Context: an optimization exercise on an open-source flow, tuned for small area. The choices shown serve that exercise and are no tape-out recipe. Where RTL was checked, it was by simulation tests only, not by an equivalence proof against the original. Only the layout flow was run in runs 2 and 4; the RTL was not checked for function there. Power figures rest on the tool's default switching activity, not on a simulated workload.

==> flow/design.v <==
module mbfs (
    input             clk,
    input             rst,
    input             start,
    input      [31:0] timeout_ms,
    input             req_en,
    input      [6:0]  sink_mask,
    input             tick_1ms,
    output            busy,
    output reg        done,
    output reg [3:0]  result,
    output     [3:0]  flags,
    output reg [31:0] frame_hdr,
    output reg [7:0]  vf_cs,
    output reg        cfg_strobe,
    output     [1:0]  cfg_parity,
    output            flush_req,
    input             flush_done,
    output            tx_valid,
    output     [7:0]  tx_data,
    input             tx_ready,
    input             rx_valid,
    input      [7:0]  rx_data,
    output            rx_pop,
    output reg        meas_valid,
    output reg [2:0]  meas_kind,
    output reg [63:0] meas_raw,
    output     [2:0]  meas_exp
);
    localparam [3:0] R_OK        = 4'd0,
                     R_NOSTART   = 4'd1,
                     R_SUSPLEN   = 4'd2,
                     R_TIMEOUT   = 4'd4,
                     R_BADHDR    = 4'd6,
                     R_BADPAYLEN = 4'd8,
                     R_BADLCODE  = 4'd9;
    localparam [4:0] P_IDLE      = 5'd0,
                     P_W1_FLUSH  = 5'd1,
                     P_W2_SETTLE = 5'd2,
                     P_W3_PREAMB = 5'd3,
                     P_W4_FLUSH  = 5'd4,
                     P_W4_PAUSE  = 5'd5,
                     P_W5_SETTLE = 5'd6,
                     P_REQ_SEND  = 5'd7,
                     P_REQ_FLUSH = 5'd8,
                     P_RX_START  = 5'd9,
                     P_RX_LEN    = 5'd10,
                     P_RX_BODY   = 5'd11,
                     P_D_ALIGN   = 5'd12,
                     P_D_TOKEN   = 5'd13,
                     P_D_LOAD    = 5'd14,
                     P_D_CONV    = 5'd15;
    localparam [2:0] S_HDR = 3'd0,
                     S_DIF = 3'd1,
                     S_VIF = 3'd2,
                     S_VAL = 3'd3,
                     S_END = 3'd4;
    localparam [7:0] START_BYTE = 8'h68;
    localparam [7:0] FILLER     = 8'h2F;
    localparam [7:0] END_TOKEN  = 8'hE0;    
    localparam integer DEPTH    = 211;      
    reg [4:0]  phase;
    reg [2:0]  ps;
    reg [31:0] budget;         
    reg        req_en_r;
    reg [6:0]  mask_r;
    reg        checksum_ok;
    reg        w_cs;
    reg        w_bcd;
    reg [9:0]  cnt;            
    reg [4:0]  k;              
    reg [7:0]  nw;             
    reg [7:0]  sum;
    reg        hdr_ok;
    reg        abort9;
    reg        rec_pub;
    reg        rec_bcd;
    reg [3:0]  rec_vlen;
    reg        bad;
    reg [8*DEPTH-1:0] fifo;
    wire [7:0] head = fifo[8*DEPTH-1 -: 8];
    assign busy       = (phase != P_IDLE);
    assign flags      = {w_bcd, w_cs, checksum_ok, busy};
    assign flush_req  = (phase == P_W1_FLUSH) || (phase == P_W4_FLUSH) || (phase == P_REQ_FLUSH);
    assign tx_valid   = (phase == P_W3_PREAMB) || (phase == P_REQ_SEND);
    assign rx_pop     = (phase == P_RX_START) || (phase == P_RX_LEN) || (phase == P_RX_BODY);
    assign cfg_parity = {1'b0, phase == P_W5_SETTLE};
    reg [7:0] req_byte;
    always @(*) begin
        case (cnt[2:0])
            3'd5:    req_byte = 8'h10;
            3'd4:    req_byte = 8'h5B;
            3'd3:    req_byte = 8'hFE;
            3'd2:    req_byte = 8'h59;
            default: req_byte = 8'h16;
        endcase
    end
    assign tx_data = (phase == P_W3_PREAMB) ? 8'h55 : req_byte;
    reg [2:0] exp_of;
    always @(*) begin
        case (meas_kind)
            3'd0:    exp_of = 3'd0;
            3'd1:    exp_of = -3'd2;
            3'd2:    exp_of = 3'd2;
            3'd3:    exp_of = -3'd3;
            3'd4:    exp_of = -3'd1;
            3'd5:    exp_of = -3'd1;
            default: exp_of = -3'd2;
        endcase
    end
    assign meas_exp = exp_of;
    wire [3:0] lc = rx_data[3:0];
    reg  [3:0] lc_vlen;
    always @(*) begin
        case (lc)
            4'd0:  lc_vlen = 4'd0;
            4'd1:  lc_vlen = 4'd1;
            4'd2:  lc_vlen = 4'd2;
            4'd3:  lc_vlen = 4'd3;
            4'd4:  lc_vlen = 4'd4;
            4'd5:  lc_vlen = 4'd4;
            4'd6:  lc_vlen = 4'd6;
            4'd7:  lc_vlen = 4'd8;
            4'd9:  lc_vlen = 4'd1;
            4'd10: lc_vlen = 4'd2;
            4'd11: lc_vlen = 4'd3;
            4'd12: lc_vlen = 4'd4;
            4'd14: lc_vlen = 4'd6;
            4'd15: lc_vlen = 4'd8;
            default: lc_vlen = 4'd0;
        endcase
    end
    wire lc_bcd = (lc == 4'd9) || (lc == 4'd10) || (lc == 4'd11) ||
                  (lc == 4'd12) || (lc == 4'd14);
    reg       vif_known;
    reg [2:0] vif_kind;
    always @(*) begin
        vif_known = 1'b1;
        vif_kind  = 3'd0;
        case (rx_data)
            8'h06: vif_kind = 3'd0;
            8'h14: vif_kind = 3'd1;
            8'h2D: vif_kind = 3'd2;
            8'h3B: vif_kind = 3'd3;
            8'h5A: vif_kind = 3'd4;
            8'h5E: vif_kind = 3'd5;
            8'h61: vif_kind = 3'd6;
            default: vif_known = 1'b0;
        endcase
    end
    wire vif_pub = vif_known && mask_r[vif_kind];
    function bcd_bad;
        input [7:0] b;
        bcd_bad = (b[7] && (b[6] || b[5])) || (b[3] && (b[2] || b[1]));
    endfunction
    wire expire = tick_1ms && (budget[31:1] == 31'd0);
    wire take   = rx_valid && !expire;
    wire last   = (cnt[7:0] == 8'd1);
    wire push_tok = (phase == P_RX_BODY) && take && !last && (ps == S_VIF) && vif_pub;
    wire push_val = (phase == P_RX_BODY) && take && !last && (ps == S_VAL) && rec_pub;
    wire head_end  = (head[7:5] == 3'b111);
    wire ld_take   = ({1'b0, k[2:0]} < rec_vlen);
    wire [7:0] ld_byte = ld_take ? head : 8'h00;
    wire align_sh  = (phase == P_D_ALIGN) && (nw != DEPTH[7:0]);
    wire pop       = ((phase == P_D_TOKEN) && !head_end) || ((phase == P_D_LOAD) && ld_take);
    wire fifo_sh   = push_tok || push_val || align_sh || pop;
    wire [7:0] fifo_in = push_tok ? {vif_kind, rec_bcd, rec_vlen} :
                         push_val ? rx_data : END_TOKEN;
    always @(posedge clk) begin
        if (fifo_sh)
            fifo <= {fifo[8*DEPTH-9:0], fifo_in};
    end
    wire [63:0] rot = {meas_raw[0], meas_raw[63:1]};
    reg  [63:0] conv;
    integer i;
    always @(*) begin
        conv = rot;
        for (i = 0; i < 12; i = i + 1) begin
            if (rot[4*i+3] && ({4'd0, cnt[5:0]} <= 10'd59 - 10'd4 * i))
                conv[4*i +: 4] = rot[4*i +: 4] - 4'd3;
        end
    end
    always @(posedge clk) begin
        if (rst) begin
            phase       <= P_IDLE;
            done        <= 1'b0;
            result      <= R_OK;
            checksum_ok <= 1'b0;
            w_cs        <= 1'b0;
            w_bcd       <= 1'b0;
            cfg_strobe  <= 1'b0;
            meas_valid  <= 1'b0;
        end else begin
            done       <= 1'b0;
            cfg_strobe <= 1'b0;
            meas_valid <= 1'b0;
            case (phase)
                P_IDLE: begin
                    if (start) begin
                        budget      <= timeout_ms;
                        req_en_r    <= req_en;
                        mask_r      <= sink_mask;
                        checksum_ok <= 1'b0;
                        w_cs        <= 1'b0;
                        w_bcd       <= 1'b0;
                        phase       <= P_W1_FLUSH;
                    end
                end
                P_W1_FLUSH: begin
                    if (flush_done) begin
                        cfg_strobe <= 1'b1;
                        cnt        <= 10'd50;
                        phase      <= P_W2_SETTLE;
                    end
                end
                P_W2_SETTLE: begin
                    if (tick_1ms) begin
                        cnt <= cnt - 10'd1;
                        if (cnt == 10'd1) begin
                            cnt   <= 10'd528;
                            phase <= P_W3_PREAMB;
                        end
                    end
                end
                P_W3_PREAMB: begin
                    if (tx_ready) begin
                        cnt <= cnt - 10'd1;
                        if (cnt == 10'd1)
                            phase <= P_W4_FLUSH;
                    end
                end
                P_W4_FLUSH: begin
                    if (flush_done) begin
                        cnt   <= 10'd350;
                        phase <= P_W4_PAUSE;
                    end
                end
                P_W4_PAUSE: begin
                    if (tick_1ms) begin
                        cnt <= cnt - 10'd1;
                        if (cnt == 10'd1) begin
                            cfg_strobe <= 1'b1;
                            cnt        <= 10'd10;
                            phase      <= P_W5_SETTLE;
                        end
                    end
                end
                P_W5_SETTLE: begin
                    if (tick_1ms) begin
                        cnt <= cnt - 10'd1;
                        if (cnt == 10'd1) begin
                            if (req_en_r) begin
                                cnt   <= 10'd5;
                                phase <= P_REQ_SEND;
                            end else begin
                                phase <= P_RX_START;
                            end
                        end
                    end
                end
                P_REQ_SEND: begin
                    if (tx_ready) begin
                        cnt <= cnt - 10'd1;
                        if (cnt == 10'd1)
                            phase <= P_REQ_FLUSH;
                    end
                end
                P_REQ_FLUSH: begin
                    if (flush_done)
                        phase <= P_RX_START;
                end
                P_RX_START, P_RX_LEN, P_RX_BODY: begin
                    if (tick_1ms)
                        budget <= budget - 32'd1;
                    if (expire) begin
                        result <= (phase == P_RX_START) ? R_NOSTART : R_TIMEOUT;
                        w_bcd  <= 1'b0;
                        done   <= 1'b1;
                        phase  <= P_IDLE;
                    end else if (take) begin
                        case (phase)
                            P_RX_START: begin
                                if (rx_data == START_BYTE)
                                    phase <= P_RX_LEN;
                            end
                            P_RX_LEN: begin
                                frame_hdr[7:0] <= rx_data;
                                cnt    <= {2'd0, rx_data} + 10'd3;
                                k      <= 5'd0;
                                ps     <= S_HDR;
                                sum    <= 8'd0;
                                nw     <= 8'd0;
                                abort9 <= 1'b0;
                                if (rx_data == 8'd0 || rx_data > 8'd250) begin
                                    result <= R_SUSPLEN;
                                    done   <= 1'b1;
                                    phase  <= P_IDLE;
                                end else begin
                                    phase <= P_RX_BODY;
                                end
                            end
                            default: begin  
                                cnt <= cnt - 10'd1;
                                if (fifo_sh)
                                    nw <= nw + 8'd1;
                                if (!last && !(ps == S_HDR && k < 5'd2))
                                    sum <= sum + rx_data;
                                if (last) begin
                                    vf_cs <= rx_data;
                                    if (!hdr_ok) begin
                                        result <= R_BADHDR;
                                        w_bcd  <= 1'b0;
                                        done   <= 1'b1;
                                        phase  <= P_IDLE;
                                    end else begin
                                        checksum_ok <= (sum == rx_data);
                                        w_cs        <= (sum != rx_data);
                                        if (frame_hdr[7:2] == 6'd0) begin
                                            result <= R_BADPAYLEN;
                                            done   <= 1'b1;
                                            phase  <= P_IDLE;
                                        end else begin
                                            phase <= P_D_ALIGN;
                                        end
                                    end
                                end
                                case (ps)
                                    S_HDR: begin
                                        k <= k + 5'd1;
                                        if (k == 5'd1)
                                            hdr_ok <= (rx_data == START_BYTE);
                                        if (k == 5'd2)
                                            frame_hdr[15:8] <= rx_data;
                                        if (k == 5'd3)
                                            frame_hdr[23:16] <= rx_data;
                                        if (k == 5'd4)
                                            frame_hdr[31:24] <= rx_data;
                                        if (k == 5'd16)
                                            ps <= S_DIF;
                                    end
                                    S_DIF: begin
                                        if (cnt[7:0] < 8'd3) begin
                                            ps <= S_END;
                                        end else if (rx_data == FILLER) begin
                                            ps <= S_DIF;
                                        end else if (lc == 4'd8 || lc == 4'd13) begin
                                            abort9 <= 1'b1;
                                            ps     <= S_END;
                                        end else if (cnt[7:0] < {4'd0, lc_vlen} + 8'd3) begin
                                            ps <= S_END;
                                        end else begin
                                            rec_bcd  <= lc_bcd;
                                            rec_vlen <= lc_vlen;
                                            ps       <= S_VIF;
                                        end
                                    end
                                    S_VIF: begin
                                        rec_pub <= vif_pub;
                                        k       <= {1'b0, rec_vlen};
                                        ps      <= (rec_vlen == 4'd0) ? S_DIF : S_VAL;
                                    end
                                    S_VAL: begin
                                        if (rec_bcd && bcd_bad(rx_data))
                                            w_bcd <= 1'b1;
                                        k <= k - 5'd1;
                                        if (k == 5'd1)
                                            ps <= S_DIF;
                                    end
                                    default: ;
                                endcase
                            end
                        endcase
                    end
                end
                P_D_ALIGN: begin
                    if (nw == DEPTH[7:0])
                        phase <= P_D_TOKEN;
                    else
                        nw <= nw + 8'd1;
                end
                P_D_TOKEN: begin
                    meas_kind <= head[7:5];
                    rec_bcd   <= head[4];
                    rec_vlen  <= head[3:0];
                    k         <= 5'd0;
                    bad       <= 1'b0;
                    if (head_end) begin
                        result <= abort9 ? R_BADLCODE : R_OK;
                        done   <= 1'b1;
                        phase  <= P_IDLE;
                    end else begin
                        phase <= P_D_LOAD;
                    end
                end
                P_D_LOAD: begin
                    meas_raw <= {ld_byte, meas_raw[63:8]};
                    k        <= k + 5'd1;
                    if (bcd_bad(ld_byte))
                        bad <= 1'b1;
                    if (k[2:0] == 3'd7) begin
                        cnt <= 10'd0;
                        if (!rec_bcd) begin
                            meas_valid <= 1'b1;
                            phase      <= P_D_TOKEN;
                        end else if (bad || bcd_bad(ld_byte)) begin
                            phase <= P_D_TOKEN;             
                        end else begin
                            phase <= P_D_CONV;
                        end
                    end
                end
                P_D_CONV: begin
                    meas_raw <= conv;
                    cnt      <= cnt + 10'd1;
                    if (cnt[5:0] == 6'd63) begin
                        meas_valid <= 1'b1;
                        phase      <= P_D_TOKEN;
                    end
                end
                default: phase <= P_IDLE;
            endcase
        end
    end
endmodule
==> flow/run.sh <==
#!/bin/bash
# synth_recipe.tcl (not shown) runs the flow's synth.tcl, then flattens the netlist and writes it again
# the make line also repeats each setting of config.mk as NAME=value (left out here)
make -C /OpenROAD-flow-scripts/flow DESIGN_CONFIG=/design/flow/config.mk WORK_HOME=/design/flow/orfs CLKGATE_MAP_FILE= SYNTH_SCRIPT=/design/flow/synth_recipe.tcl finish
==> flow/config.mk <==
export PLATFORM = sky130hd
export DESIGN_NAME = mbfs
export DESIGN_NICKNAME = mbfs
export VERILOG_FILES = /design/flow/design.v
export SDC_FILE = /design/flow/constraint.sdc
export NUM_CORES = 4
export LEC_CHECK = 0
export CAP_MARGIN = 20
export CORE_MARGIN = 2
export CORE_UTILIZATION = 40
export SLEW_MARGIN = 20
==> flow/constraint.sdc <==
create_clock -name core_clock -period 30.0 [get_ports {clk}]
set_input_delay 6.0000 -clock core_clock [delete_from_list [all_inputs] [get_ports {clk}]]
set_output_delay 6.0000 -clock core_clock [all_outputs]
set_load 0.01 [all_outputs]
==> results of run 1 <==
sequential cells by signal, indices dropped and copies added, names as in the netlist, 3 cells and up:
signal,cells
meas_kind,3
sum,8
ps,3
meas_raw,64
result,4
mask_r,7
budget,32
rec_vlen,4
fifo,1688
nw,8
vf_cs,8
cnt,10
k,5
phase,4
frame_hdr,32
final cells by class:
class,instances,area [um2]
repair buffers,228,2280
clock inverters,104,1070
flip-flops and latches,1892,56700
multi-input cells,945,5800
clock buffers,232,4780
well taps,2058,2570
inverters,28,105
fillers,12900,82700
layer usage:
layer	part of all wire (%)	GRT usage, %	vias to the layer above
met5	0	0	-
met4	2.4	4.33	0
met3	7.6	3.82	177
met2	39	15.6	787
met1	51	20.5	13400
li1	-	-	12100
logic make-up after synthesis:
| family | count (synthesis) | synth area share [%] |
|---|---|---|
| flip-flops | 1892 | 90.2 |
| AND/OR/NAND/NOR | 517 | 3.99 |
| AO/OA/AOI/OAI | 272 | 2.63 |
| buffers and inverters | 100 | 0.653 |
| XOR/XNOR | 84 | 1.17 |
| adder cells (fa/ha/maj) | 49 | 0.988 |
| multiplexers | 21 | 0.337 |
| other | 2 | 0.0120 |
worst register-to-register path, cell delays in order (launching register included):
cell,delay (ns)
dfxtp_1,0.91
inv_1,0.53
nor2_1,0.25
and3b_1,0.22
nand3_1,0.21
nor2_1,0.25
nand3_2,0.30
nand2_8,0.76
buf_12,0.80
buf_4,1.05
buf_4,0.97
metrics by stage:
step / power [uW] / instance area, um2
finish: 5570 / 73300
global route: 5780 / 73300
CTS: 5650 / 73200
detailed placement: 3410 / 67300
global placement: 3400 / 67300
floorplan: 3480 / 62800
final timing paths:
kind                                            start                   to  slack, ns
worst max-delay path                       rx_data[0]  fifo[567]$_DFFE_PP_      17.92
worst max register to register  phase[1]$_SDFFE_PP0P_  fifo[567]$_DFFE_PP_      23.33
worst min-delay path              fifo[582]$_DFFE_PP_  fifo[590]$_DFFE_PP_       0.38
worst min register to register    fifo[582]$_DFFE_PP_  fifo[590]$_DFFE_PP_       0.38
power groups by stage:
stage          clock, uW  combinational [uW]  sequential (uW)
6_report            2220                 339             3010
5_1_grt             2390                 370             3020
4_1_cts             2300                 335             3020
3_5_place_dp           0                 335             3070
3_3_place_gp           0                 330             3070
2_1_floorplan          0                 209             3270
cell usage in the layout, fill, tap and decap left out, drive strengths merged, types with 7 or more instances in the layout:
cell	n
nor4	20
or3	9
a31oi	14
clkbuf	232
xnor2	51
o22ai	11
ha	48
clkinv	78
a21oi	51
or4	13
dfxtp	14
nor2b	17
inv	35
clkdlybuf4s50	187
nand2	220
o21ai	126
nor3	31
or2	8
edfxtp	1878
buf	41
nor2	110
and3	7
bufinv	14
xor2	33
nand3	45
nand2b	10
mux2i	20
==> qor.yml, run 1 <==
clk-insertion-delay-late_ns: 0.79
intPower_uw: 4340
ir_drop_mv: 0.0544
share_comb_of_total_power_pct: 6.1
die_x_um: 400
grt_start_max_net_pins: 207
timing.final.hold_violations: 0
port_buffers: 187
grtUsageTotal_pct: 12.6
clock-root-buffer: "clkbuf_16"
avgViaCountPerCell: 4.83
number_of_global_route_vias_before_repair: 25100
fin_crit_ns: 12.08
maxCapViolations: 0
hold_slack_ns: 0.377
tritoncts: "yes"
timing_worst_slew_pin_value_ns: 1.13
post_drt_wl_per_cell_um: 18.8
setup.worst_path.end_class: "flip-flop"
detail_route.wirelength_mm: 103
yosys.area.top_type_share_pct: 89.8
cpLargestDelayFamily: "buffers and inverters"
gp_congestion: 0.861
placed_cells: 5148
critPathMaxFanout: 206
clock_tree.htree_level_count: 4
finClkSkew_ns: 0.0465
synth.distinct_cells: 85
via_count: 26500
final_critical_path_setup_slack_ns: 17.92
hpwl_mm: 57.8
ys_seq_area_share_pct: 90.2
power_switching_share_pct: 22.1
post-synth-top-count-cell: "edfxtp_1"
run_status: "finished clean"
die_height_um: 400
post_cts_resize_count: 0
setup_viol: 0
timing.critical_path.slowest_cell_delay_ns: 0.93
synthesis.area_per_instance_um2: 21.4
drt_pass1_iterations: 5
crit_path_cell_trace: "clkdlybuf4s50_1 -> inv_1 -> ha_1 -> nand2_1 -> nor4_1 -> a211o_1 -> nand3_1 -> o221ai_1 -> nand3_2 -> nand2_8 -> buf_12 -> buf_4 -> buf_4"
post-synth-top-area-cell: "edfxtp_1"
cts-buffers-inserted: 182
fin_setup_tns_ns: 0
ys_async_sr_fraction_pct: 0
antenna_violating_nets_post_route: 0
post_route_cells_drive_above_1_share_pct: 9.57
synthToLayoutAreaGrowth_pct: 16.7
worst_path_max_delay_cell: "buf_4"
start_util_pct: 40.3
remaining_drc_errors: 0
power_switching_uw: 1230
worst_hold_check_path_type: "flip-flop to flip-flop"
worst_ep_arrival_time_ns: 12.48
worst-endpoint-required_ns: 30.40
min_path_cells: 0
worst-path-buf-inv: 5
worst-setup-path-type: "input port to flip-flop"
p_leak_uw: 0.0189
yosys-top-cells-count: "1,878 x edfxtp_1, 219 x nand2_1, 109 x nor2_1, 109 x o21ai_0, 54 x clkbuf_1"
synth_enable_flop_cells: 1878
numClockSinks: 1892
slew_headroom_pct: 24.7
fin_crit_sh_pct: 40.3
mappedNetlistArea_um2: 62800
post_cts_buffers: 0
yosys-top-cells-area: "edfxtp_1 90%, nand2_1 1.3%, ha_1 0.96%"
place_worst_setup_slack_ns: 17.11
worst-path-stages: 13
ratio_of_total_power_to_cell_area_nw_per_um2: 76.0
final_net_count: 3381
layout.core_utilization_pct: 47.0
post_layout_nonfiller_instances: 5487
cts_buffer_depth: 3
yosysWarningCount: 1
fmaxAchievable_mhz: 82.8
reg_power_share_pct: 54.1
globalRoute.totalOverflow: 0
ff2ff_path_depth: 10
post_synth_inst_count: 2937
p_clk_share_pct: 39.8
io-pin-count: 190
core_area_um2: 156000
ys.flop_type: "edfxtp_1"
cts_hold_buffers: 0
synth_fp_nets: 3041
setup.worst_path.start_class: "input port"
design.die.area_um2: 160000
diodes: 0
grt_setup_unrepaired: "no"
grt_pass1_wl_mm: 156
synth.ff_latch_count: 1892
clk_pin_slew_worst_paths_ns: 0.06
most_repeated_library_cell_on_the_critical_path: "buf_4"
slew_viol_final: 0
grt_antenna_before_repair: 7
drt_first_iter_violations: 2839
row_count: 145
==> inputs of run 2 (changes only) <==
--- a/flow/design.v
+++ b/flow/design.v
@@ -60,3 +60,6 @@
     localparam [7:0] END_TOKEN  = 8'hE0;    
-    localparam integer DEPTH    = 211;      
+    localparam integer C        = 8;        
+    localparam integer NINS     = 27;       
+    localparam integer RING     = 212;
+    localparam [7:0]   LASTPOS  = RING - 1;
     reg [4:0]  phase;
@@ -66,8 +69,9 @@
     reg [6:0]  mask_r;
-    reg        checksum_ok;
-    reg        w_cs;
+    reg        cs_valid;       
     reg        w_bcd;
+    wire       cs_match    = (sum == vf_cs);
+    wire       checksum_ok = cs_valid && cs_match;
+    wire       w_cs        = cs_valid && !cs_match;
     reg [9:0]  cnt;            
     reg [4:0]  k;              
-    reg [7:0]  nw;             
     reg [7:0]  sum;
@@ -79,4 +83,9 @@
     reg        bad;
-    reg [8*DEPTH-1:0] fifo;
-    wire [7:0] head = fifo[8*DEPTH-1 -: 8];
+    reg [8*RING-1:0] ring;
+    wire [7:0] head = ring[8*RING-1 -: 8];
+    reg [7:0]  wpos;           
+    reg [7:0]  rpos;           
+    reg [7:0]  buff [0:7];
+    reg [2:0]  bw, br;
+    reg [3:0]  bn;
     assign busy       = (phase != P_IDLE);
@@ -160,14 +169,20 @@
     wire push_val = (phase == P_RX_BODY) && take && !last && (ps == S_VAL) && rec_pub;
-    wire head_end  = (head[7:5] == 3'b111);
-    wire ld_take   = ({1'b0, k[2:0]} < rec_vlen);
-    wire [7:0] ld_byte = ld_take ? head : 8'h00;
-    wire align_sh  = (phase == P_D_ALIGN) && (nw != DEPTH[7:0]);
-    wire pop       = ((phase == P_D_TOKEN) && !head_end) || ((phase == P_D_LOAD) && ld_take);
-    wire fifo_sh   = push_tok || push_val || align_sh || pop;
-    wire [7:0] fifo_in = push_tok ? {vif_kind, rec_bcd, rec_vlen} :
-                         push_val ? rx_data : END_TOKEN;
+    wire push_end = (phase == P_RX_BODY) && take && last;
+    wire push     = push_tok || push_val || push_end;
+    wire [7:0] push_data = push_tok ? {vif_kind, rec_bcd, rec_vlen} :
+                           push_val ? rx_data : END_TOKEN;
+    wire       wr    = (bn != 4'd0) && (wpos[2:0] == 3'd0);
+    wire [7:0] wdata = buff[br];
+    integer j;
     always @(posedge clk) begin
-        if (fifo_sh)
-            fifo <= {fifo[8*DEPTH-9:0], fifo_in};
+        ring <= {ring[8*RING-9:0], head};
+        for (j = 0; j < NINS; j = j + 1)
+            if (wr && wpos[7:3] == j)
+                ring[8*C*j +: 8] <= wdata;
+        if (push)
+            buff[bw] <= push_data;
     end
+    wire head_end = (head[7:5] == 3'b111);
+    wire at_head  = (rpos == LASTPOS);
+    wire consume  = at_head && ((phase == P_D_TOKEN) || (phase == P_D_LOAD));
     wire [63:0] rot = {meas_raw[0], meas_raw[63:1]};
@@ -183,2 +198,20 @@
     always @(posedge clk) begin
+        if (!wr)
+            wpos <= (wpos == LASTPOS) ? 8'd0 : wpos + 8'd1;
+        if (!consume)
+            rpos <= (rpos == LASTPOS) ? 8'd0 : rpos + 8'd1;
+        if (wr)
+            br <= br + 3'd1;
+        if (push)
+            bw <= bw + 3'd1;
+        bn <= bn + {3'd0, push} - {3'd0, wr};
+        if (phase == P_RX_LEN) begin
+            wpos <= 8'd0;
+            rpos <= LASTPOS;
+            br   <= 3'd0;
+            bw   <= 3'd0;
+            bn   <= 4'd0;
+        end
+    end
+    always @(posedge clk) begin
         if (rst) begin
@@ -187,4 +220,3 @@
             result      <= R_OK;
-            checksum_ok <= 1'b0;
-            w_cs        <= 1'b0;
+            cs_valid    <= 1'b0;
             w_bcd       <= 1'b0;
@@ -202,4 +234,3 @@
                         mask_r      <= sink_mask;
-                        checksum_ok <= 1'b0;
-                        w_cs        <= 1'b0;
+                        cs_valid    <= 1'b0;
                         w_bcd       <= 1'b0;
@@ -291,3 +322,2 @@
                                 sum    <= 8'd0;
-                                nw     <= 8'd0;
                                 abort9 <= 1'b0;
@@ -303,4 +333,2 @@
                                 cnt <= cnt - 10'd1;
-                                if (fifo_sh)
-                                    nw <= nw + 8'd1;
                                 if (!last && !(ps == S_HDR && k < 5'd2))
@@ -315,4 +343,3 @@
                                     end else begin
-                                        checksum_ok <= (sum == rx_data);
-                                        w_cs        <= (sum != rx_data);
+                                        cs_valid <= 1'b1;
                                         if (frame_hdr[7:2] == 6'd0) begin
@@ -374,20 +401,23 @@
                 end
-                P_D_ALIGN: begin
-                    if (nw == DEPTH[7:0])
+                P_D_ALIGN: begin                            
+                    if (bn == 4'd0)
                         phase <= P_D_TOKEN;
-                    else
-                        nw <= nw + 8'd1;
                 end
                 P_D_TOKEN: begin
-                    meas_kind <= head[7:5];
-                    rec_bcd   <= head[4];
-                    rec_vlen  <= head[3:0];
-                    k         <= 5'd0;
-                    bad       <= 1'b0;
-                    if (head_end) begin
-                        result <= abort9 ? R_BADLCODE : R_OK;
-                        done   <= 1'b1;
-                        phase  <= P_IDLE;
-                    end else begin
-                        phase <= P_D_LOAD;
+                    if (at_head) begin
+                        meas_kind <= head[7:5];
+                        rec_bcd   <= head[4];
+                        rec_vlen  <= head[3:0];
+                        meas_raw  <= 64'd0;
+                        k         <= 5'd0;
+                        bad       <= 1'b0;
+                        if (head_end) begin
+                            result <= abort9 ? R_BADLCODE : R_OK;
+                            done   <= 1'b1;
+                            phase  <= P_IDLE;
+                        end else if (head[3:0] == 4'd0) begin
+                            meas_valid <= 1'b1;
+                        end else begin
+                            phase <= P_D_LOAD;
+                        end
                     end
@@ -395,7 +425,7 @@
                 P_D_LOAD: begin
-                    meas_raw <= {ld_byte, meas_raw[63:8]};
-                    k        <= k + 5'd1;
-                    if (bcd_bad(ld_byte))
+                    meas_raw[8*k[2:0] +: 8] <= head;
+                    k <= k + 5'd1;
+                    if (bcd_bad(head))
                         bad <= 1'b1;
-                    if (k[2:0] == 3'd7) begin
+                    if ({1'b0, k[2:0]} + 4'd1 == rec_vlen) begin
                         cnt <= 10'd0;
@@ -404,3 +434,3 @@
                             phase      <= P_D_TOKEN;
-                        end else if (bad || bcd_bad(ld_byte)) begin
+                        end else if (bad || bcd_bad(head)) begin
                             phase <= P_D_TOKEN;             
--- a/flow/config.mk
+++ b/flow/config.mk
@@ -9,3 +9,6 @@
 export CORE_MARGIN = 2
-export CORE_UTILIZATION = 40
+export CORE_UTILIZATION = 65
+export CTS_BUF_LIST = sky130_fd_sc_hd__clkbuf_8
+export CTS_CLUSTER_SIZE = 25
+export PLACE_DENSITY = 0.75
 export SLEW_MARGIN = 20
==> run 2 against run 1 <==
Effect of this change: synthesized cell count is 27% higher; setup slack gained 1.7 ns; power shrank 5.5%; maximum frequency increased by 17%; hold slack worse by 0.093 ns; core utilization rose by 29 points; register-to-register slack improved by 2.3 ns; combinational power shrank 2%; largest power group unchanged; highest routed layer unchanged.
==> qor.yml, run 2 <==
synthesis.area_per_instance_um2: 14.0  # -34%
layout_commonest_cell: "dfxtp_1"
cts_buffer_depth: 4  # +1
worst-endpoint-required_ns: 24.00  # -6.40 ns
layout.core_utilization_pct: 76.3  # +29 points
numClockSinks: 1984  # +4.9%
yosys-top-cells-count: "1,738 x dfxtp_1, 290 x nand2_1, 246 x edfxtp_1"
number_of_global_route_vias_before_repair: 29100  # +16%
ys_seq_area_share_pct: 80.5  # -9.7 points
clk-insertion-delay-late_ns: 0.92  # +0.13 ns
final_net_count: 4238  # +25%
post_synth_and_or_nand_nor_area_fraction_pct: 6.73  # +2.7 points
post_cts_buffers: 0  # unchanged
synthAdderAreaFrac_pct: 1.46  # +0.47 points
ys.flop_type: "dfxtp_1"
die_x_um: 288  # -28%
yosysWarningCount: 1  # unchanged
combinational_family_with_the_most_area_after_synthesis: "simple AND/OR/NAND/NOR gates"
largest_registers_in_the_final_layout: "ring (1696), buff (64), meas_raw (64)"
maxCapViolations: 0  # unchanged
run_status: "finished clean"
post_drt_wl_per_cell_um: 19.5  # +3.4%
grtUsageTotal_pct: 25.5  # +13 points
regMostFlops: "ring"
post_route_cells_drive_above_1_share_pct: 11.9  # +2.4 points
setup.worst_path.start_class: "flip-flop"
cts_hold_buffers: 0  # unchanged
highest_count_cells_in_the_layout_ignoring_fill_and_taps: "1,738 x dfxtp_1, 359 x clkbuf_8, 289 x nand2_1, 246 x edfxtp_1, 230 x o21ai_0"
ys_async_sr_fraction_pct: 0  # unchanged
slew_headroom_pct: 21.2  # -3.5 points
drt_pass1_iterations: 9  # +4
ir_drop_mv: 0.0544  # about the same
detail_route.wirelength_mm: 105  # +1.3%
clock-root-buffer: "clkbuf_8"
fin_crit_ns: 10.34  # -1.74 ns
hpwl_mm: 58.9  # +1.8%
io-pin-count: 190  # unchanged
grt_setup_unrepaired: "no"
synth_enable_flop_cells: 246  # -87%
setup.worst_path.end_class: "output port"
finClkSkew_ns: 0.0703  # +0.0238 ns
tritoncts: "yes"
timing.final.hold_violations: 0  # unchanged
synth_fp_nets: 3846  # +26%
synthToLayoutAreaGrowth_pct: 16.7  # about the same
worst_hold_check_path_type: "flip-flop to flip-flop"
gp_congestion: 0.929  # +7.8%
die_height_um: 288  # -28%
antenna_violating_nets_post_route: 0  # unchanged
start_util_pct: 65.4  # +25 points
fin_crit_sh_pct: 34.5  # -5.8 points
post_synth_inst_count: 3731  # +27%
globalRoute.totalOverflow: 0  # unchanged
fmaxAchievable_mhz: 96.7  # +17%
clock_tree.htree_level_count: 5  # +1
rrSetupSlack_ns: 25.61  # +2.28 ns
post-synth-top-area-cell: "dfxtp_1"
clk_pin_slew_worst_paths_ns: 0.07  # about the same
worst-setup-path-type: "flip-flop to output port"
yosys-top-cells-area: "dfxtp_1 66%, edfxtp_1 14%, o21ai_0 2.2%"
post-synth-top-count-cell: "dfxtp_1"
drt_first_iter_violations: 1935  # -32%
setup_viol: 0  # unchanged
largest_register_ffs: 1696  # +0.47%
grt_antenna_before_repair: 1  # -6
power.total_uw: 5260  # -5.5%
synth-xor-area-share_pct: 1.86  # +0.68 points
synth.ff_latch_count: 1984  # +4.9%
ratio_of_total_power_to_cell_area_nw_per_um2: 86.1  # +13%
synth_compound_gate_area_share_pct: 6.70  # +4.1 points
yosys.area.top_type_share_pct: 66.4  # -23 points
design.die.area_um2: 82900  # -48%
post_cts_resize_count: 0  # unchanged
worst_ep_arrival_time_ns: 4.34  # -8.14 ns
row_count: 104  # -28%
via_count: 28400  # +7.1%
slew_viol_final: 0  # unchanged
muxShareOfSynthArea_pct: 1.31  # +0.97 points
cts-buffers-inserted: 294  # +62%
port_buffers: 187  # unchanged
remaining_drc_errors: 0  # unchanged
critPathMaxFanout: 53  # -74%
core_area_um2: 80200  # -49%
timing_worst_slew_pin_value_ns: 1.15  # +0.0271 ns
grt_start_max_net_pins: 65  # -69%
p_leak_uw: 0.0239  # +27%
synth.distinct_cells: 89  # +4.7%
mappedNetlistArea_um2: 52400  # -17%
grt_pass1_wl_mm: 163  # +4.8%
avgViaCountPerCell: 5.29  # +9.4%
fin_setup_tns_ns: 0  # unchanged
==> run 2: worst paths after layout <==
| path | start | endpoint | depth (start not counted) |
|---|---|---|---|
| setup / recovery | phase[3]$_SDFFE_PP0P_ | rx_pop | 6 |
| hold / removal | ring[1025]$_DFF_P_ | ring[1033]$_DFF_P_ | 0 |
| setup reg to reg | phase[3]$_SDFFE_PP0P_ | frame_hdr[16]$_DFFE_PP_ | 9 |
| hold reg to reg | ring[1025]$_DFF_P_ | ring[1033]$_DFF_P_ | 0 |
==> run 2: layer usage <==
layer	global-route usage [%]	up-vias	routed length, um
met1	34.7	13700	46000
met5	0	-	0
met4	9.86	0	2800
met2	40.5	947	49500
li1	-	13500	-
met3	5.52	227	6220
==> run 2: final cells by class <==
class                           count  area, um2
Antenna cell                        1       2.50
Clock inverter                    127        651
Multi-Input combinational cell   1563       9640
Fill cell                        4690      19000
Timing Repair Buffer              237       2240
Sequential cell                  1984      42200
Clock buffer                      359       4940
Tap cell                         1060       1330
Inverter                           43        161
==> run 2: kinds of logic after synthesis <==
logic type | Yosys count
fa+ha+maj | 60
buf+inv | 184
mux | 47
flops | 1984
xor+xnor | 111
other cells | 2
simple gates | 756
compound gates | 587
==> run 2: critical path: stages, from the launching register on <==
cell,delay (ns)
dfxtp_1,0.81
clkinv_1,0.51
nor2_1,0.47
o21ai_4,0.09
buf_4,0.29
inv_1,0.56
clkdlybuf4s50_1,0.68
==> run 2: metrics by stage <==
| step | cell area (um2) | cells | worst slack, ns | hold WS [ns] |
|---|---|---|---|---|
| final | 61100 | 5374 | 19.66 | 0.283 |
| after global routing | 61100 | 5374 | 19.45 | 0.292 |
| after CTS | 61100 | 5372 | 19.69 | 0.280 |
| after detailed placement | 55500 | 4886 | 19.79 | 0.312 |
| after global placement | 55500 | 4886 | 19.86 | 0.310 |
| after floorplan | 52400 | 3731 | 18.85 | 0.310 |
==> run 2: power by group <==
part	total [uW]	leakage [uW]	switching, uW	internal [uW]
Combinational	333	0.00446	200	133
Sequential	2870	0.0163	62.1	2800
Clock	2060	0.00321	955	1110
Total	5260	0.0239	1220	4050
==> inputs of run 3 (changes only) <==
--- a/flow/design.v
+++ b/flow/design.v
@@ -61,4 +61,4 @@
     localparam integer C        = 8;        
-    localparam integer NINS     = 27;       
-    localparam integer RING     = 212;
+    localparam integer NINS     = 27;
+    localparam integer RING     = C * NINS;
     localparam [7:0]   LASTPOS  = RING - 1;
--- a/flow/config.mk
+++ b/flow/config.mk
@@ -9,6 +9,3 @@
 export CORE_MARGIN = 2
-export CORE_UTILIZATION = 65
-export CTS_BUF_LIST = sky130_fd_sc_hd__clkbuf_8
-export CTS_CLUSTER_SIZE = 25
-export PLACE_DENSITY = 0.75
+export CORE_UTILIZATION = 40
 export SLEW_MARGIN = 20
==> run 3 against run 2 <==
Effect of this change: critical path type is now input port to flip-flop; clock skew down 0.034 ns; highest routed layer is now met5; largest power group unchanged; maximum frequency up 5.2%; first-iteration DRC count up 3.4%; sequential power up 4%; power up 8.0%.
==> qor.yml, run 3 <==
run_status: "finished clean"
grt_pass1_wl_mm: 155  # -4.9%
hpwl_mm: 60.0  # +1.9%
detail_route.wirelength_mm: 100  # -4.3%
grt_start_max_net_pins: 65  # unchanged
share_comb_of_total_power_pct: 7.3  # +1.0 points
fillCellCount: 11500  # +140%
clk-insertion-delay-late_ns: 0.78  # -0.14 ns
layout_commonest_cell: "dfxtp_1"
fin_crit_sh_pct: 32.8  # -1.7 points
synth.ff_latch_count: 2016  # +1.6%
maxCapViolations: 0  # unchanged
core_area_um2: 131000  # +64%
post_cts_buffers: 0  # unchanged
synth.distinct_cells: 79  # -11%
largest_registers_in_the_final_layout: "ring (1728), buff (64), meas_raw (64)"
final_critical_path_setup_slack_ns: 20.17  # +0.507 ns
reg_power_share_pct: 52.5  # -2.0 points
cts-buffers-inserted: 178  # -39%
yosys.area.top_type_share_pct: 67.0  # +0.54 points
largest_register_ffs: 1728  # +1.9%
cts_hold_buffers: 0  # unchanged
port_buffers: 187  # unchanged
seq_area_um2: 42800  # +1.5%
grt_antenna_before_repair: 3  # +2
post_synth_inst_count: 3766  # +0.94%
regMostFlops: "ring"
p_leak_uw: 0.0241  # +0.63%
fmaxAchievable_mhz: 102  # +5.2%
row_count: 133  # +28%
yosys-top-cells-area: "dfxtp_1 67%, edfxtp_1 14%, o21ai_0 2.3%"
synthToLayoutAreaGrowth_pct: 19.0
rrSetupSlack_ns: 25.99  # +0.38 ns
setup_viol: 0  # unchanged
cts_buffer_depth: 3  # -1
area_occupied_by_multi_input_gates_um2: 9590  # -0.53%
ff2ff_path_depth: 12  # +3
final_net_count: 4148  # -2.1%
via_count: 27500  # -3.2%
power_switching_share_pct: 23.5  # +0.43 points
critPathMaxFanout: 16  # -70%
fin_crit_ns: 9.84  # -0.507 ns
power_switching_uw: 1340  # +10%
worst-setup-path-type: "input port to flip-flop"
highest_count_cells_in_the_layout_ignoring_fill_and_taps: "1,769 x dfxtp_1, 314 x nand2_1, 246 x edfxtp_1, 243 x o21ai_0, 192 x nor2_1"
post_cts_resize_count: 0  # unchanged
die_x_um: 368  # +28%
slew_viol_final: 0  # unchanged
slew_headroom_pct: 26.3  # +5.2 points
place_worst_setup_slack_ns: 19.28  # -0.507 ns
numClockSinks: 2016  # +1.6%
post-synth-top-count-cell: "dfxtp_1"
p_clk_share_pct: 40.2  # +1.0 points
reg_to_reg_end: "bn[1]$_SDFF_PP0_"
synthesis.area_per_instance_um2: 14.1  # about the same
ys_async_sr_fraction_pct: 0  # unchanged
crit_path_end: "bn[1]$_SDFF_PP0_"
design.die.area_um2: 135000  # +63%
setup.worst_path.start_class: "input port"
post-synth-top-area-cell: "dfxtp_1"
die_height_um: 368  # +28%
yosys-top-cells-count: "1,770 x dfxtp_1, 315 x nand2_1, 246 x edfxtp_1"
post_route_cells_drive_above_1_share_pct: 9.57  # -2.4 points
worst_ep_arrival_time_ns: 10.50  # +6.16 ns
globalRoute.totalOverflow: 0  # unchanged
worst-endpoint-required_ns: 30.66  # +6.66 ns
startpoint_of_the_most_critical_setup_path: "rx_data[1]"
drt_first_iter_violations: 2000  # +3.4%
avgViaCountPerCell: 4.63  # -12%
remaining_drc_errors: 0  # unchanged
antenna_violating_nets_post_route: 0  # unchanged
clock-root-buffer: "clkbuf_16"
timing_worst_slew_pin_value_ns: 1.09  # -0.0581 ns
ir_drop_mv: 0.0556  # +2.3%
synth_enable_flop_cells: 246  # unchanged
finClkSkew_ns: 0.0360  # -0.0344 ns
intPower_uw: 4350  # +7.4%
clk_pin_slew_worst_paths_ns: 0.07  # about the same
worst_hold_check_path_type: "flip-flop to flip-flop"
fin_setup_tns_ns: 0  # unchanged
ratio_of_total_power_to_cell_area_nw_per_um2: 90.2  # +4.8%
drt_pass1_iterations: 5  # -4
crit-reg2reg-launch: "budget[14]$_DFFE_PP_"
post_drt_wl_per_cell_um: 16.8  # -13%
grtUsageTotal_pct: 14.6  # -11 points
grt_setup_unrepaired: "no"
timing.final.hold_violations: 0  # unchanged
ys_seq_area_share_pct: 80.9  # +0.40 points
synth_fp_nets: 3882  # +0.94%
ys.flop_type: "dfxtp_1"
clock_tree.htree_level_count: 4  # -1
yosysWarningCount: 1  # unchanged
number_of_global_route_vias_before_repair: 26900  # -7.4%
tritoncts: "yes"
gp_congestion: 0.872  # -6.1%
start_util_pct: 40.3  # -25 points
setup.worst_path.end_class: "flip-flop"
io-pin-count: 190  # unchanged
mappedNetlistArea_um2: 52900  # +1.0%
==> run 3: cell count changes after synthesis, moves of 8 or more <==
cell | before | now
and3_1 | 14 | 27
nor2b_1 | 17 | 25
a22oi_1 | 65 | 52
clkbuf_1 | 104 | 117
dfxtp_1 | 1738 | 1770
nor4_1 | 17 | 25
nand2_1 | 290 | 315
buf_2 | 16 | 5
o21ai_0 | 230 | 243
a21oi_1 | 130 | 142
nor2_1 | 219 | 195
a32oi_1 | 6 | 16
==> run 3: stage by stage <==
step	area, um2	total power [uW]	hold WS [ns]	instances	utilization (%)
floorplan	52900	3270	0.310	3766	-
global placement	56900	3450	0.310	5606	43.2
detailed placement	56900	3460	0.312	5607	43.3
CTS	63000	5750	0.306	5935	47.9
global route	63000	5910	0.310	5935	47.9
finish	63000	5680	0.294	5936	47.9
==> run 3: worst min-delay path by stage <==
stage,from,to,slack (ns),depth (start not counted)
floorplan,ring[992]$_DFF_P_,ring[1000]$_DFF_P_,0.31,0
global placement,ring[525]$_DFF_P_,ring[533]$_DFF_P_,0.31,0
detailed placement,ring[993]$_DFF_P_,ring[1001]$_DFF_P_,0.31,0
CTS,ring[782]$_DFF_P_,ring[790]$_DFF_P_,0.31,0
global route,ring[841]$_DFF_P_,ring[849]$_DFF_P_,0.31,0
finish,ring[782]$_DFF_P_,ring[790]$_DFF_P_,0.29,0
==> run 3: kinds of logic after synthesis <==
| kind of cell | count (synthesis) | synth area share (%) |
|---|---|---|
| and+or+nand+nor | 761 | 6.60 |
| adders and majority gates | 61 | 1.47 |
| xor gates and xnor gates | 108 | 1.79 |
| muxes | 41 | 1.18 |
| other | 2 | 0.0142 |
| DFF | 2016 | 80.9 |
| buffers and inverters | 177 | 1.32 |
| AOI/OAI and AO/OA | 600 | 6.72 |
==> run 3: area by class of cell <==
type,count,share of cell area [%]
Tap cell,1755,3.49
Sequential cell,2016,68.0
Antenna cell,1,0.00397
Inverter,39,0.232
Multi-Input combinational cell,1573,15.2
Timing Repair Buffer,224,3.41
Clock buffer,252,8.44
Clock inverter,76,1.23
==> run 3: worst max-delay path, stage by stage <==
cell	delay, ns
clkdlybuf4s50_1	0.97
inv_1	0.33
ha_1	0.34
and4bb_2	0.28
a22oi_1	0.30
nand3_1	0.15
o32ai_1	0.43
nor4_2	0.10
buf_4	0.19
nor2_2	0.30
ha_1	0.29
inv_1	0.05
ha_1	0.18
fa_1	0.43
and2_1	0.14
==> run 3: metal layers <==
metal / global-route usage [%] / share of wire (%) / up-vias
met2: 21.6 / 43 / 699
met1: 20.8 / 49 / 13300
met5: 0 / 0.027 / -
met3: 3.03 / 5.3 / 205
met4: 6.37 / 3.2 / 4
li1: - / - / 13300
==> run 3: power by group through the flow <==
stage          Clock [uW]  Combinational [uW]  Sequential, uW
5_1_grt              2460                 455            3000
4_1_cts              2340                 418            2990
2_1_floorplan           0                 284            2990
3_5_place_dp            0                 416            3040
3_3_place_gp            0                 414            3040
6_report             2290                 414            2980
==> inputs of run 4 (changes only) <==
--- a/flow/design.v
+++ b/flow/design.v
@@ -61,4 +61,4 @@
     localparam integer C        = 8;        
-    localparam integer NINS     = 27;
-    localparam integer RING     = C * NINS;
+    localparam integer NINS     = 27;       
+    localparam integer RING     = 212;
     localparam [7:0]   LASTPOS  = RING - 1;
@@ -175,8 +175,13 @@
     wire [7:0] wdata = buff[br];
+    wire       clear = (phase == P_W3_PREAMB);
+    reg [8*RING-1:0] ring_nx;
     integer j;
-    always @(posedge clk) begin
-        ring <= {ring[8*RING-9:0], head};
+    always @(*) begin
+        ring_nx = {ring[8*RING-9:0], head & {8{!clear}}};
         for (j = 0; j < NINS; j = j + 1)
             if (wr && wpos[7:3] == j)
-                ring[8*C*j +: 8] <= wdata;
+                ring_nx[8*C*j +: 8] = ring_nx[8*C*j +: 8] | wdata;
+    end
+    always @(posedge clk) begin
+        ring <= ring_nx;
         if (push)
--- a/flow/config.mk
+++ b/flow/config.mk
@@ -9,3 +9,6 @@
 export CORE_MARGIN = 2
-export CORE_UTILIZATION = 40
+export CORE_UTILIZATION = 65
+export CTS_CLUSTER_DIAMETER = 60
+export CTS_CLUSTER_SIZE = 30
+export PLACE_DENSITY = 0.75
 export SLEW_MARGIN = 20
==> run 4 against run 3 <==
Effect of this change: critical path type unchanged; still clean; critical path depth is 2 higher; hold slack improved by 0.021 ns; sequential power decreased by 3%; largest cell class unchanged; global-route usage grew 11 points; highest routed layer is now met4; synthesized cell count fell by 7.2%.
==> qor.yml, run 4 <==
setup_viol: 0  # unchanged
detail_route.wirelength_mm: 107  # +6.6%
post-synth-top-count-cell: "dfxtp_1"
grtUsageTotal_pct: 25.9  # +11 points
synth.distinct_cells: 98  # +24%
p_leak_uw: 0.0227  # -5.9%
slew_viol_final: 0  # unchanged
clk-insertion-delay-late_ns: 0.69  # -0.09 ns
timing.final.hold_violations: 0  # unchanged
p_clk_share_pct: 31.8  # -8.4 points
design.die.area_um2: 82600  # -39%
layout_commonest_cell: "dfxtp_1"
yosys-top-cells-area: "dfxtp_1 67%, edfxtp_1 14%, o21bai_1 2.1%"
finClkSkew_ns: 0.0492  # +0.0133 ns
muxShareOfSynthArea_pct: 1.55  # +0.37 points
drt_pass1_iterations: 6  # +1
synth_enable_flop_cells: 246  # unchanged
via_count: 26400  # -4.0%
reg_power_share_pct: 60.4  # +7.9 points
post_synth_and_or_nand_nor_area_fraction_pct: 5.36  # -1.2 points
post_synth_inst_count: 3496  # -7.2%
ys_async_sr_fraction_pct: 0  # unchanged
synthToLayoutAreaGrowth_pct: 12.1
critPathMaxFanout: 16  # unchanged
power_switching_share_pct: 24.7  # +1.2 points
slew_headroom_pct: 30.6  # +4.3 points
globalRoute.totalOverflow: 0  # unchanged
synthAdderAreaFrac_pct: 1.37  # -0.10 points
worst-endpoint-required_ns: 30.55  # -0.11 ns
post_route_cells_drive_above_1_share_pct: 6.93  # -2.6 points
fmaxAchievable_mhz: 102  # -0.12%
die_height_um: 287  # -22%
yosys.area.top_type_share_pct: 66.6  # -0.34 points
combinational_family_with_the_most_area_after_synthesis: "compound AO/OA/AOI/OAI gates"
ys_seq_area_share_pct: 80.8  # -0.16 points
mappedNetlistArea_um2: 52200  # -1.3%
yosysWarningCount: 1  # unchanged
fillCellCount: 4767  # -58%
largest_registers_in_the_final_layout: "ring (1696), buff (64), meas_raw (64)"
synth-xor-area-share_pct: 1.81  # +0.024 points
grt_start_max_net_pins: 71  # +9.2%
setup.worst_path.end_class: "flip-flop"
hpwl_mm: 63.8  # +6.3%
drt_first_iter_violations: 2390  # +20%
clock-root-buffer: "clkbuf_16"
run_status: "finished clean"
post_cts_buffers: 0  # unchanged
post_cts_resize_count: 0  # unchanged
maxCapViolations: 0  # unchanged
ratio_of_total_power_to_cell_area_nw_per_um2: 81.9  # -9.2%
regMostFlops: "ring"
share_comb_of_total_power_pct: 7.8  # +0.5 points
ir_drop_mv: 0.0657  # +18%
avgViaCountPerCell: 5.49  # +19%
cts-buffers-inserted: 93  # -48%
antenna_violating_nets_post_route: 0  # unchanged
synth.ff_latch_count: 1984  # -1.6%
remaining_drc_errors: 0  # unchanged
numClockSinks: 1984  # -1.6%
fin_setup_tns_ns: 0  # unchanged
post_layout_nonfiller_instances: 4804  # -19%
gp_congestion: 0.884  # +1.4%
tritoncts: "yes"
synthesis.area_per_instance_um2: 14.9  # +6.3%
highest_count_cells_in_the_layout_ignoring_fill_and_taps: "1,737 x dfxtp_1, 246 x edfxtp_1, 187 x clkdlybuf4s50_1, 174 x nand2_1, 145 x o21bai_1"
yosys-top-cells-count: "1,738 x dfxtp_1, 246 x edfxtp_1, 174 x nand2_1"
clock_tree.htree_level_count: 3  # -1
cts_buffer_depth: 3  # unchanged
port_buffers: 187  # unchanged
power_switching_uw: 1190  # -11%
worst-setup-path-type: "input port to flip-flop"
start_util_pct: 65.9  # +26 points
largest_register_ffs: 1696  # -1.9%
worst_hold_check_path_type: "flip-flop to flip-flop"
fin_crit_ns: 9.85  # +0.0120 ns
grt_setup_unrepaired: "no"
post_drt_wl_per_cell_um: 22.2  # +32%
core_area_um2: 79300  # -40%
final_net_count: 3811  # -8.1%
synth_fp_nets: 3607  # -7.1%
worst_ep_arrival_time_ns: 10.39  # -0.11 ns
die_x_um: 287  # -22%
timing_worst_slew_pin_value_ns: 1.03  # -0.0623 ns
placed_cells: 4655  # -17%
grt_pass1_wl_mm: 163  # +5.3%
number_of_global_route_vias_before_repair: 27000  # +0.18%
row_count: 103  # -23%
intPower_uw: 3610  # -17%
ys.flop_type: "dfxtp_1"
grt_antenna_before_repair: 1  # -2
cts_hold_buffers: 0  # unchanged
clk_pin_slew_worst_paths_ns: 0.11  # +0.04 ns
fin_crit_sh_pct: 32.8  # +0.040 points
synth_compound_gate_area_share_pct: 7.89  # +1.2 points
diodes: 0  # -1
post-synth-top-area-cell: "dfxtp_1"
setup.worst_path.start_class: "input port"
io-pin-count: 190  # unchanged
==> run 4: cell type report <==
cell class              instances  area [um2]  area share [%]
well taps                    1050        1310            2.24
clock inverters                48         823            1.41
multi-input cells            1359        9570            16.3
inverters                      40         150           0.256
clock buffers                 101        2380            4.06
flip-flops and latches       1984       42200            72.0
repair buffers                222        2130            3.65
==> run 4: metrics by stage <==
stage | utilization [%] | hold slack [ns] | instance area, um2 | total power [uW] | setup WS, ns
finish | 73.9 | 0.316 | 58500 | 4800 | 20.15
CTS | 73.9 | 0.313 | 58500 | 4810 | 20.23
global route | 73.9 | 0.329 | 58500 | 4960 | 19.89
global placement | 69.8 | 0.310 | 55300 | 3310 | 19.62
floorplan | - | 0.310 | 52200 | 3180 | 12.93
detailed placement | 69.8 | 0.312 | 55300 | 3320 | 19.53
==> run 4: cells by family after synthesis <==
logic type,after synthesis
flip-flops,1984
AO/OA/AOI/OAI,583
AND/OR/NAND/NOR,552
buffers and inverters,153
XOR/XNOR,108
multiplexers,58
adder cells (fa/ha/maj),56
other,2
==> run 4: path summary, 6_finish.rpt <==
path,startpoint,end,slack (ns),cells after the start
worst max register to register,cnt[1]$_DFFE_PP_,bn[2]$_SDFF_PP0_,25.77,14
worst min register to register,ring[182]$_DFF_P_,ring[190]$_DFF_P_,0.32,0
worst min-delay path,ring[182]$_DFF_P_,ring[190]$_DFF_P_,0.32,0
worst max-delay path,rx_data[1],bn[3]$_SDFF_PP0_,20.15,17
==> run 4: layer usage <==
metal  part of all wire, %  track usage [%]  up-vias
li1                      -                -    12400
met1                    43             35.7    13000
met2                    48             42.5      809
met4                   3.1             7.97        0
met5                     0                0        -
met3                   5.6             4.15      188
==> run 4: worst max-delay path, stage by stage <==
cell and delay (ns):
clkdlybuf4s50_1 0.95, inv_1 0.29, ha_1 0.33, nor3b_1 0.15, o21ai_0 0.32, mux2_2 0.38, a221o_1 0.38, a41oi_4 0.31
nor2_4 0.11, inv_1 0.08, ha_1 0.15, inv_1 0.07, ha_1 0.28, a21o_1 0.19, a21oi_1 0.19, xnor2_1 0.14
nor2_1 0.05
==> run 4: power groups by stage <==
stage | clock, uW | sequential (uW) | combinational, uW
after floorplan | 0 | 2910 | 268
after global routing | 1640 | 2910 | 410
after CTS | 1550 | 2900 | 371
after global placement | 0 | 2950 | 359
final | 1530 | 2900 | 373
after detailed placement | 0 | 2950 | 366
==> inputs of run 5 (changes only) <==
--- a/flow/design.v
+++ b/flow/design.v
@@ -50,3 +50,3 @@
                      P_D_TOKEN   = 5'd13,
-                     P_D_LOAD    = 5'd14,
+                     P_D_SKIP    = 5'd14,
                      P_D_CONV    = 5'd15;
@@ -82,3 +82,3 @@
     reg [3:0]  rec_vlen;
-    reg        bad;
+    reg        cv;             
     reg [8*RING-1:0] ring;
@@ -87,5 +87,4 @@
     reg [7:0]  rpos;           
-    reg [7:0]  buff [0:7];
-    reg [2:0]  bw, br;
-    reg [3:0]  bn;
+    reg [63:0] dl;             
+    reg [7:0]  dv;             
     assign busy       = (phase != P_IDLE);
@@ -173,4 +172,13 @@
                            push_val ? rx_data : END_TOKEN;
-    wire       wr    = (bn != 4'd0) && (wpos[2:0] == 3'd0);
-    wire [7:0] wdata = buff[br];
+    reg  [2:0] ds;
+    integer d;
+    always @(*) begin
+        ds = 3'd0;
+        for (d = 0; d < 8; d = d + 1)
+            if (dv[d])
+                ds = d[2:0];
+    end
+    wire       dany  = (dv != 8'd0);
+    wire       wr    = dany && (wpos[2:0] == 3'd0);
+    wire [7:0] wdata = dl[8*ds +: 8];
     wire       clear = (phase == P_W3_PREAMB);
@@ -184,6 +192,7 @@
     end
+    always @(posedge clk)
+        meas_raw <= load ? ld_val : conv;
     always @(posedge clk) begin
         ring <= ring_nx;
-        if (push)
-            buff[bw] <= push_data;
+        dl <= {dl[55:0], push_data};
     end
@@ -191,3 +200,15 @@
     wire at_head  = (rpos == LASTPOS);
-    wire consume  = at_head && ((phase == P_D_TOKEN) || (phase == P_D_LOAD));
+    wire consume  = at_head && ((phase == P_D_TOKEN) || (phase == P_D_SKIP));
+    wire load     = at_head && (phase == P_D_TOKEN) && !head_end;
+    reg [63:0] ld_val;
+    reg        ld_bad;
+    integer b;
+    always @(*) begin
+        ld_bad = 1'b0;
+        for (b = 0; b < 8; b = b + 1) begin
+            ld_val[8*b +: 8] = ({1'b0, b[2:0]} < head[3:0]) ? ring[8*(RING-2-b) +: 8] : 8'h00;
+            if (bcd_bad(ld_val[8*b +: 8]))
+                ld_bad = 1'b1;
+        end
+    end
     wire [63:0] rot = {meas_raw[0], meas_raw[63:1]};
@@ -207,7 +228,3 @@
             rpos <= (rpos == LASTPOS) ? 8'd0 : rpos + 8'd1;
-        if (wr)
-            br <= br + 3'd1;
-        if (push)
-            bw <= bw + 3'd1;
-        bn <= bn + {3'd0, push} - {3'd0, wr};
+        dv <= {dv[6:0] & ~(wr ? (7'd1 << ds) : 7'd0), push};
         if (phase == P_RX_LEN) begin
@@ -215,5 +232,3 @@
             rpos <= LASTPOS;
-            br   <= 3'd0;
-            bw   <= 3'd0;
-            bn   <= 4'd0;
+            dv   <= 8'd0;
         end
@@ -407,3 +422,3 @@
                 P_D_ALIGN: begin                            
-                    if (bn == 4'd0)
+                    if (!dany)
                         phase <= P_D_TOKEN;
@@ -411,9 +426,9 @@
                 P_D_TOKEN: begin
+                    cnt <= cnt + 10'd1;
                     if (at_head) begin
                         meas_kind <= head[7:5];
-                        rec_bcd   <= head[4];
                         rec_vlen  <= head[3:0];
-                        meas_raw  <= 64'd0;
-                        k         <= 5'd0;
-                        bad       <= 1'b0;
+                        k         <= {1'b0, head[3:0]};
+                        cnt       <= 10'd0;
+                        cv        <= head[4] && !ld_bad;
                         if (head_end) begin
@@ -422,6 +437,7 @@
                             phase  <= P_IDLE;
-                        end else if (head[3:0] == 4'd0) begin
-                            meas_valid <= 1'b1;
                         end else begin
-                            phase <= P_D_LOAD;
+                            if (!head[4])
+                                meas_valid <= 1'b1;
+                            if (head[3:0] != 4'd0)
+                                phase <= P_D_SKIP;
                         end
@@ -429,22 +445,10 @@
                 end
-                P_D_LOAD: begin
-                    meas_raw[8*k[2:0] +: 8] <= head;
-                    k <= k + 5'd1;
-                    if (bcd_bad(head))
-                        bad <= 1'b1;
-                    if ({1'b0, k[2:0]} + 4'd1 == rec_vlen) begin
-                        cnt <= 10'd0;
-                        if (!rec_bcd) begin
-                            meas_valid <= 1'b1;
-                            phase      <= P_D_TOKEN;
-                        end else if (bad || bcd_bad(head)) begin
-                            phase <= P_D_TOKEN;             
-                        end else begin
-                            phase <= P_D_CONV;
-                        end
-                    end
+                P_D_SKIP: begin                             
+                    cnt <= cnt + 10'd1;
+                    k   <= k - 5'd1;
+                    if (k == 5'd1)
+                        phase <= cv ? P_D_CONV : P_D_TOKEN;
                 end
                 P_D_CONV: begin
-                    meas_raw <= conv;
-                    cnt      <= cnt + 10'd1;
+                    cnt <= cnt + 10'd1;
                     if (cnt[5:0] == 6'd63) begin
==> run 5 against run 4 <==
Effect of this change: sequential share of layout area is 0.89 points lower; via count is 5.7% higher; sequential power is 6% lower; clock skew is 0.019 ns higher; clock power is 5% lower; design area is 2.1% lower; flip-flop and latch count is 5 lower; synthesized area is 1.8% lower; critical path type is now flip-flop to output port; critical endpoint is now rx_pop; largest power group unchanged.
==> qor.yml, run 5 <==
diodes: 0  # unchanged
final_net_count: 3897  # +2.3%
post_cts_buffers: 0  # unchanged
post_drt_wl_per_cell_um: 23.2  # +4.7%
timing_worst_slew_pin_value_ns: 1.12  # +0.0836 ns
row_count: 102  # -0.97%
largest_register_ffs: 1696  # unchanged
ratio_of_total_power_to_cell_area_nw_per_um2: 77.1  # -5.9%
min_path_cells: 0  # unchanged
worst-setup-path-type: "flip-flop to output port"
post-synth-top-area-cell: "dfxtp_1"
crit_path_cell_trace: "buf_4 -> nand2b_1 -> or2_2 -> clkinv_1 -> clkdlybuf4s50_1"
ys_async_sr_fraction_pct: 0  # unchanged
remaining_drc_errors: 0  # unchanged
yosysWarningCount: 1  # unchanged
tritoncts: "yes"
yosys-top-cells-area: "dfxtp_1 73%, edfxtp_1 6.9%, a221o_1 4.2%"
grt_pass1_wl_mm: 172  # +5.7%
post-synth-top-count-cell: "dfxtp_1"
yosys.area.top_type_share_pct: 72.7  # +6.1 points
fin_crit_ns: 9.64  # -0.206 ns
port_buffers: 187  # unchanged
cts-buffers-inserted: 90  # -3.2%
die_height_um: 285  # -0.91%
fin_crit_sh_pct: 32.1  # -0.69 points
post_cts_resize_count: 0  # unchanged
number_of_global_route_vias_before_repair: 28300  # +4.9%
ys.flop_type: "dfxtp_1"
worst_hold_startpoint: "dl[44]$_DFF_P_"
via_count: 27900  # +5.7%
antenna_violating_nets_post_route: 0  # unchanged
worst-endpoint-required_ns: 24.00  # -6.55 ns
timing.final.hold_violations: 0  # unchanged
synth.distinct_cells: 91  # -7.1%
hpwl_mm: 68.9  # +8.0%
ys_seq_area_share_pct: 79.6  # -1.2 points
slew_headroom_pct: 25.4  # -5.2 points
critPathMaxFanout: 62  # +46
grt_start_max_net_pins: 130  # +83%
largest_registers_in_the_final_layout: "ring (1696), dl (64), meas_raw (64)"
cts_buffer_depth: 3  # unchanged
worst_path_max_delay_cell: "or2_2"
regMostFlops: "ring"
post_synth_inst_count: 3604  # +3.1%
worst_ep_arrival_time_ns: 3.64  # -6.75 ns
detail_route.wirelength_mm: 114  # +6.5%
setup.worst_path.end_class: "output port"
rrSetupSlack_ns: 25.94  # +0.17 ns
clock-root-buffer: "clkbuf_16"
ir_drop_mv: 0.0640  # -2.5%
layout_commonest_cell: "dfxtp_1"
drt_first_iter_violations: 2546  # +6.5%
synth_fp_nets: 3710  # +2.9%
worst_hold_check_path_type: "flip-flop to flip-flop"
reg_to_reg_end: "k[0]$_DFFE_PP_"
run_status: "finished clean"
ff2ff_path_depth: 6  # -8
gp_congestion: 0.905  # +2.4%
crit-reg2reg-launch: "phase[2]$_SDFFE_PP0P_"
mappedNetlistArea_um2: 51300  # -1.8%
drt_pass1_iterations: 5  # -1
fmaxAchievable_mhz: 104  # +2.1%
slew_viol_final: 0  # unchanged
setup_viol: 0  # unchanged
grt_setup_unrepaired: "no"
numClockSinks: 1979  # -0.25%
highest_count_cells_in_the_layout_ignoring_fill_and_taps: "1,861 x dfxtp_1, 217 x a221o_1, 187 x clkdlybuf4s50_1, 174 x nand2_1, 151 x nor2_1"
fin_setup_tns_ns: 0  # unchanged
clk_pin_slew_worst_paths_ns: 0.10  # about the same
place_worst_setup_slack_ns: 20.08  # +0.553 ns
clock_tree.htree_level_count: 3  # unchanged
post_route_cells_drive_above_1_share_pct: 6.27  # -0.66 points
start_util_pct: 66.0  # about the same
worst-path-buf-inv: 3  # -1
globalRoute.totalOverflow: 0  # unchanged
die_x_um: 285  # -0.91%
clk-insertion-delay-late_ns: 0.70  # about the same
worst_hold_path.endpoint: "dl[52]$_DFF_P_"
design.die.area_um2: 81100  # -1.8%
cts_hold_buffers: 0  # unchanged
final_critical_path_setup_slack_ns: 20.36  # +0.206 ns
yosys-top-cells-count: "1,861 x dfxtp_1, 217 x a221o_1, 174 x nand2_1"
synthToLayoutAreaGrowth_pct: 11.8
timing.critical_path.slowest_cell_delay_ns: 0.79  # -0.16 ns
synth_enable_flop_cells: 118  # -52%
p_leak_uw: 0.0221  # -2.3%
grt_antenna_before_repair: 1  # unchanged
core_area_um2: 77700  # -1.9%
avgViaCountPerCell: 5.71  # +4.0%
finClkSkew_ns: 0.0683  # +0.0191 ns
setup.worst_path.start_class: "flip-flop"
synthesis.area_per_instance_um2: 14.2  # -4.8%
cpLargestDelayFamily: "buffers and inverters"
synth.ff_latch_count: 1979  # -0.25%
io-pin-count: 190  # unchanged
grtUsageTotal_pct: 27.8  # +1.9 points
maxCapViolations: 0  # unchanged
-- run 5: layout make-up --
class                           count  area (um2)
Multi-Input combinational cell   1449        9900
Tap cell                         1040        1300
Clock inverter                     44         643
Inverter                           39         146
Fill cell                        4674       20400
Sequential cell                  1979       40800
Timing Repair Buffer              232        2210
Clock buffer                      101        2330
-- run 5: cells by family (layout without fill, tap and decap cells) --
family / count (synthesis) / in the layout / share of synthesized area [%]
mux: 34 / 34 / 0.676
simple gates: 614 / 614 / 5.90
compound gates: 652 / 652 / 9.57
fa+ha+maj: 51 / 51 / 1.26
xor+xnor: 96 / 96 / 1.64
flops: 1979 / 1979 / 79.6
buf+inv: 176 / 416 / 1.36
other cells: 2 / 2 / 0.0146
-- run 5: per-layer routing --
layer / vias up / wire [um] / global-route usage [%]
met3: 224 / 6280 / 3.67
met5: - / 14 / 0
met4: 2 / 3240 / 8.95
met2: 947 / 53900 / 45.2
li1: 12900 / - / -
met1: 13800 / 50100 / 39.1
-- run 5: stage by stage --
stage	instances	hold slack, ns	power [uW]	instance area (um2)	util, %
6_report	4884	0.291	4420	57300	73.8
5_1_grt	4884	0.295	4560	57300	73.8
4_1_cts	4884	0.283	4430	57300	73.8
3_5_place_dp	4739	0.312	3010	54400	69.9
3_3_place_gp	4739	0.310	3010	54400	69.9
2_1_floorplan	3604	0.310	2920	51300	-
-- run 5: how the worst max path moves through the flow --
stage                       endpoint                  start  slack (ns)  cells past startpoint
2_1_floorplan  rec_vlen[0]$_DFFE_PP_             rx_data[2]       21.09                     12
3_3_place_gp   rec_vlen[0]$_DFFE_PP_             rx_data[1]       20.10                     14
3_5_place_dp   rec_vlen[0]$_DFFE_PP_             rx_data[1]       20.08                     14
4_1_cts                       rx_pop  phase[2]$_SDFFE_PP0P_       20.36                      5
5_1_grt                       rx_pop  phase[2]$_SDFFE_PP0P_       20.11                      5
6_report                      rx_pop  phase[2]$_SDFFE_PP0P_       20.36                      5
-- run 5: power by group --
| part | total (uW) | internal [uW] | switching (uW) |
|---|---|---|---|
| sequential | 2720 | 2680 | 38.7 |
| combinational | 238 | 91.0 | 147 |
| clock | 1460 | 623 | 839 |
| total | 4420 | 3400 | 1020 |

-- static timing again, ports no longer ideal --
The flow's constraints put no driver on any port. The routed layouts listed below were extracted and timed again, unchanged, in two steps.
Step 1, drivers: a clkbuf_16 drives clk and a buf_2 each remaining input, both assumed.
Step 2 times the ports against the registers' clock, not the clock port: input delays grow and output delays shrink by t, the midpoint of the rising clock arrivals with the driver on.
a / b / c = no drivers / after step 1 / after step 2; a / b = the first two.
run	t, ns	setup WS [ns]	worst register clock-pin slew, ns	worst data-port slew with drivers (ns)
run 1	0.839	17.921 / 17.966 / 17.127	0.07 / 0.07	0.20
run 2	0.949	19.658 / 19.590 / 19.837	0.08 / 0.08	0.05
run 3	0.829	20.165 / 20.209 / 19.380	0.07 / 0.07	0.10
run 4	0.728	20.153 / 20.193 / 19.465	0.11 / 0.11	0.05
run 5	0.736	20.359 / 20.291 / 20.288	0.11 / 0.11	0.06
After both steps setup and hold are still met in every run listed. For run 1, which loses most, drivers alone change the setup slack by +0.045 ns; drivers and shift together by -0.794 ns.
